What follows belongs to an exercise in optimizing a design on an open flow for small area, a short achievable clock period and few clock cycles; a production flow would make more cautious choices. In this exercise RTL edits were held to simulation tests only and were not proved equivalent to the original. Power and IR drop assume default switching activity.

Setup of v32:
Design max17320_uce, start of the top module:
module max17320_uce (
    input  wire        clk,
    input  wire        rst,         
    input  wire        cmd_valid,
    input  wire [31:0] cmd_word,
    output wire        cmd_ready,
    output reg         rsp_valid,
    output wire [31:0] res_o,
    output wire [31:0] aux_o,
    output wire [15:0] stat_o,
    output wire [31:0] errval_o
);
    localparam [7:0] OP_LDRS  = 8'h01, OP_LDP   = 8'h02, OP_CLRE  = 8'h03,
                     OP_CVOLT = 8'h10, OP_CPCT  = 8'h11, OP_CTEMP = 8'h12,
                     OP_CCAP  = 8'h13, OP_CCUR  = 8'h14, OP_CTIME = 8'h15,
                     OP_CVTHB = 8'h16, OP_ETEMP = 8'h17, OP_PCFG  = 8'h20,
                     OP_VVTH  = 8'h30, OP_EVTHB = 8'h31, OP_EVTH  = 8'h32,
                     OP_PACK  = 8'h33, OP_PACKS = 8'h34, OP_UNPK  = 8'h35,
                     OP_UNPKS = 8'h36, OP_DVTH  = 8'h37;
    localparam [2:0] ERR_OK = 3'd0, ERR_INVAL = 3'd1, ERR_ILLEGAL = 3'd2,
                     ERR_NOTCAL = 3'd3, ERR_CALLOCK = 3'd4;
    localparam [15:0] MASK_THTYPE  = 16'h0020;
    localparam [15:0] MASK_CPV     = 16'h00C0;
    localparam [15:0] MASK_REGMODE = 16'h0300;
    localparam [15:0] MASK_CADENCE = 16'h0C00;
    localparam [1:0] PH_EXEC = 2'd0,    
                     PH_DIV  = 2'd1,    
                     PH_NORM = 2'd2,    
                     PH_VTH  = 2'd3;    
    reg [15:0] p0, p1, p2, p3, p4, p5;
    reg [15:0] rsense;     
    reg [17:0] rs3;        
    reg [3:0]  rs_sh;
    reg [31:0] rr;         
    reg [15:0] ax;         
  ...
Settings: LEC_CHECK=0, CAP_MARGIN=50, CORE_MARGIN=2, CORE_UTILIZATION=40, PLACE_DENSITY=0.6, SETUP_SLACK_MARGIN=5, SLEW_MARGIN=50; clock period 13.5 ns.
run.sh (not shown) runs the stock make flow with config.mk's settings and CLKGATE_MAP_FILE= SYNTH_SCRIPT=/design/flow/synth_recipe.tcl, a recipe that flattens the netlist after the stock synthesis.
Testbench counts of v32, summed over its fixed seeds: cycles 16,300.
Here is what was changed in the inputs of v25 compared with v32.
- SLEW_MARGIN: 50 -> 40
- CAP_MARGIN: 50 -> 40
Results
- Total combinational power: v25 vs v32, no meaningful difference
- Delta (v25 minus v32): final critical-path setup slack dropped 160 ps; global router's overall resource usage barely changed; design area dropped 0.42%.
- Re number of buffers outside the clock class in the layout: v25 is about 3% down on v32.
- Count of clock-buffer cells in the layout, v25 and v32: larger value in v25
- Changes observed in v25 relative to v32: overall power after layout increased 28 uW, layout overhead on the synthesized area fell by 0.48 points.
- Sort v25 and v32 by combined buffer and inverter count along the critical path, ascending, and v25 comes first.
[inputs] v17 vs v25
- a change of SLEW_MARGIN from 40 to 80
- a change of CAP_MARGIN from 40 to 80
Lower total routed wirelength was reported by v25, not v17.
Cell depth of the worst flop-to-flop path was lower in the run labelled v25.
Critical path depth up 7 in v17 wrt v25
Relative to v25, the achievable frequency of v17 is higher by about 5%.
Of v25 and v17, the lower part of the power in combinational logic belongs to v25.
v17 gives less per-cell via count in the routed design than v25 did.
What v25 reported for design area has to be multiplied by 1.15 to get the figure for v17.
The following lists how v19 was set up differently from v17:
- CAP_MARGIN changed from 80 to 60
- CORE_UTILIZATION changed from 40 to 50
- PLACE_DENSITY changed from 0.6 to 0.7
- SLEW_MARGIN changed from 80 to 60
Results
Final clock period utilization by the worst path (lower): v17
Summary — final cell area excluding filler cells, v19 relative to v17: lower, by about 13%.
Going from v17 to v19, total power density per cell area grows by about 5%.
Relative to v17, the total power measured on v19 has decreased by a little under 10%.
Looking at hold slack across v17 and v19, the one that comes out lower is v17.
Changes observed in v19 relative to v17: inserted tap cell count now sits lower, utilization went up 4.9 points, fmax shows a reduction of about 7%.

* * *

Setup of v6:
max17320_uce again, from the RTL that the note above started with.
export LEC_CHECK = 0
export CAP_MARGIN = 60
export CORE_MARGIN = 2
export CORE_UTILIZATION = 40
export PLACE_DENSITY = 0.6
export SETUP_SLACK_MARGIN = 5
export SLEW_MARGIN = 60
create_clock -name core_clock -period 13.5 [get_ports {clk}]
Testbench counts of v6, summed over its fixed seeds: cycles 16,300.
diff inputs: v6 => v7
-- flow/config.mk --
<<< v6, line 7
export LEC_CHECK = 0
export CAP_MARGIN = 60
export CORE_MARGIN = 2
>>> v7, line 7
export LEC_CHECK = 0
export CAP_MARGIN = 20
export CORE_MARGIN = 2
<<< v6, line 12
export SETUP_SLACK_MARGIN = 5
export SLEW_MARGIN = 60
>>> v7, line 12
export SETUP_SLACK_MARGIN = 5
export SLEW_MARGIN = 20
### Flow results
The final-layout worst hold slack of v7 and that of v6 are within noise of each other. Side by side, sequential power turned out higher in v7 than in v6. Changes observed in v7 relative to v6: power after layout went down by 0.89%, final critical-path setup slack went down by 0.35 ns. Async set-reset flop share out of synthesis delta (v6 -> v7): insignificant.

* * *

## harbor
max17320_uce, a different RTL version from the one above (not shown whole).
For scale: about 3300 cells after synthesis, about 250 flip-flops, about 27000 um^2 of cells after synthesis.
Settings: LEC_CHECK=0, CAP_MARGIN=60, CORE_MARGIN=2, CORE_UTILIZATION=40, PLACE_DENSITY=0.6, SLEW_MARGIN=60; clock period 13.5 ns.
harbor closes out successfully: all stages finished, all timing, DRC and antenna checks passed.
Testbench counts of harbor, summed over its fixed seeds: cycles 16,300.
Edits applied to the flow inputs when going from harbor to ember:
--- a/flow/config.mk
+++ b/flow/config.mk
@@ -7,3 +7,3 @@
 export LEC_CHECK = 0
-export CAP_MARGIN = 60
+export CAP_MARGIN = 20
 export CORE_MARGIN = 2
@@ -11,2 +11,2 @@
 export PLACE_DENSITY = 0.6
-export SLEW_MARGIN = 60
+export SLEW_MARGIN = 20
## What came out
- Of ember and harbor, it is ember that has the lower fraction of final layout cells sized beyond drive strength 1.
- harbor and ember ended up with roughly the same mean instance size in the synthesized netlist.
- Measured against each other, ember and harbor differ in number of antenna violations at the first check in global routing, the higher figure coming from harbor.
- In terms of floorplan die height, ember and harbor differ only marginally.
- NOTE: count of non-filler cells in the finished layout in ember falls short of that of harbor
- ember vs. harbor: worst endpoint data arrival time higher, first-pass GRT wire length roughly the same, sequential power higher, total power lower, global-route usage roughly the same.
- Proportion of synthesized area in mux cells came out exactly the same in ember and harbor.
Changes in cedar relative to ember:
--- a/flow/config.mk
+++ b/flow/config.mk
@@ -11,2 +11,3 @@
 export PLACE_DENSITY = 0.6
+export SETUP_SLACK_MARGIN = 5
 export SLEW_MARGIN = 20
### Flow results
- Comparing ember against cedar, there is no change at all in buffer levels on the longest clock path.
- Compared with ember, in cedar number of standard cells in the layout, taps in and fillers out now sits at about the same level; relative area change from synthesis to final layout held steady; design area about even.

-- separate check: timing with driven ports --
The flow's constraints put no driver on any port. The routed layouts listed below were extracted and timed again, unchanged, in two steps. Step 1 sets driving cells, clkbuf_16 on the clock port and buf_2 on the other inputs (assumed; they add their load-dependent delay and slew). Step 2 moves the port delays by t, midway between the first and last clock arrival at a register: inputs arrive t later, outputs are due t later. That takes back most of the time a late clock gives input paths. Three values: no drivers, after step 1, after step 2; two values: the first two.
| run | t (ns) | slack for setup (ns) | hold WS [ns] | worst data-port slew with drivers (ns) | cell pins on the clock port's net |
|---|---|---|---|---|---|
| v32 | 0.615 | 6.120 / 6.120 / 6.120 | 0.452 / 0.452 / 0.452 | 0.08 | 1 |
| v25 | 0.634 | 5.960 / 5.960 / 5.960 | 0.453 / 0.453 / 0.453 | 0.06 | 1 |
| v17 | 0.619 | 6.320 / 6.320 / 6.320 | 0.462 / 0.462 / 0.462 | 0.06 | 1 |
| v19 | 0.681 | 5.771 / 5.771 / 5.771 | 0.472 / 0.472 / 0.472 | 0.07 | 1 |
| v6 | 0.611 | 6.298 / 6.298 / 6.298 | 0.458 / 0.458 / 0.458 | 0.07 | 1 |
| v7 | 0.635 | 5.946 / 5.946 / 5.946 | 0.459 / 0.459 / 0.459 | 0.07 | 1 |
| harbor | 0.649 | 5.867 / 5.867 / 5.867 | 0.471 / 0.471 / 0.471 | 0.04 | 1 |
| ember | 0.632 | 5.213 / 5.213 / 5.213 | 0.466 / 0.466 / 0.466 | 0.04 | 1 |
| cedar | 0.632 | 5.675 / 5.675 / 5.675 | 0.467 / 0.467 / 0.467 | 0.04 | 1 |
After both steps setup and hold are still met in every run listed.
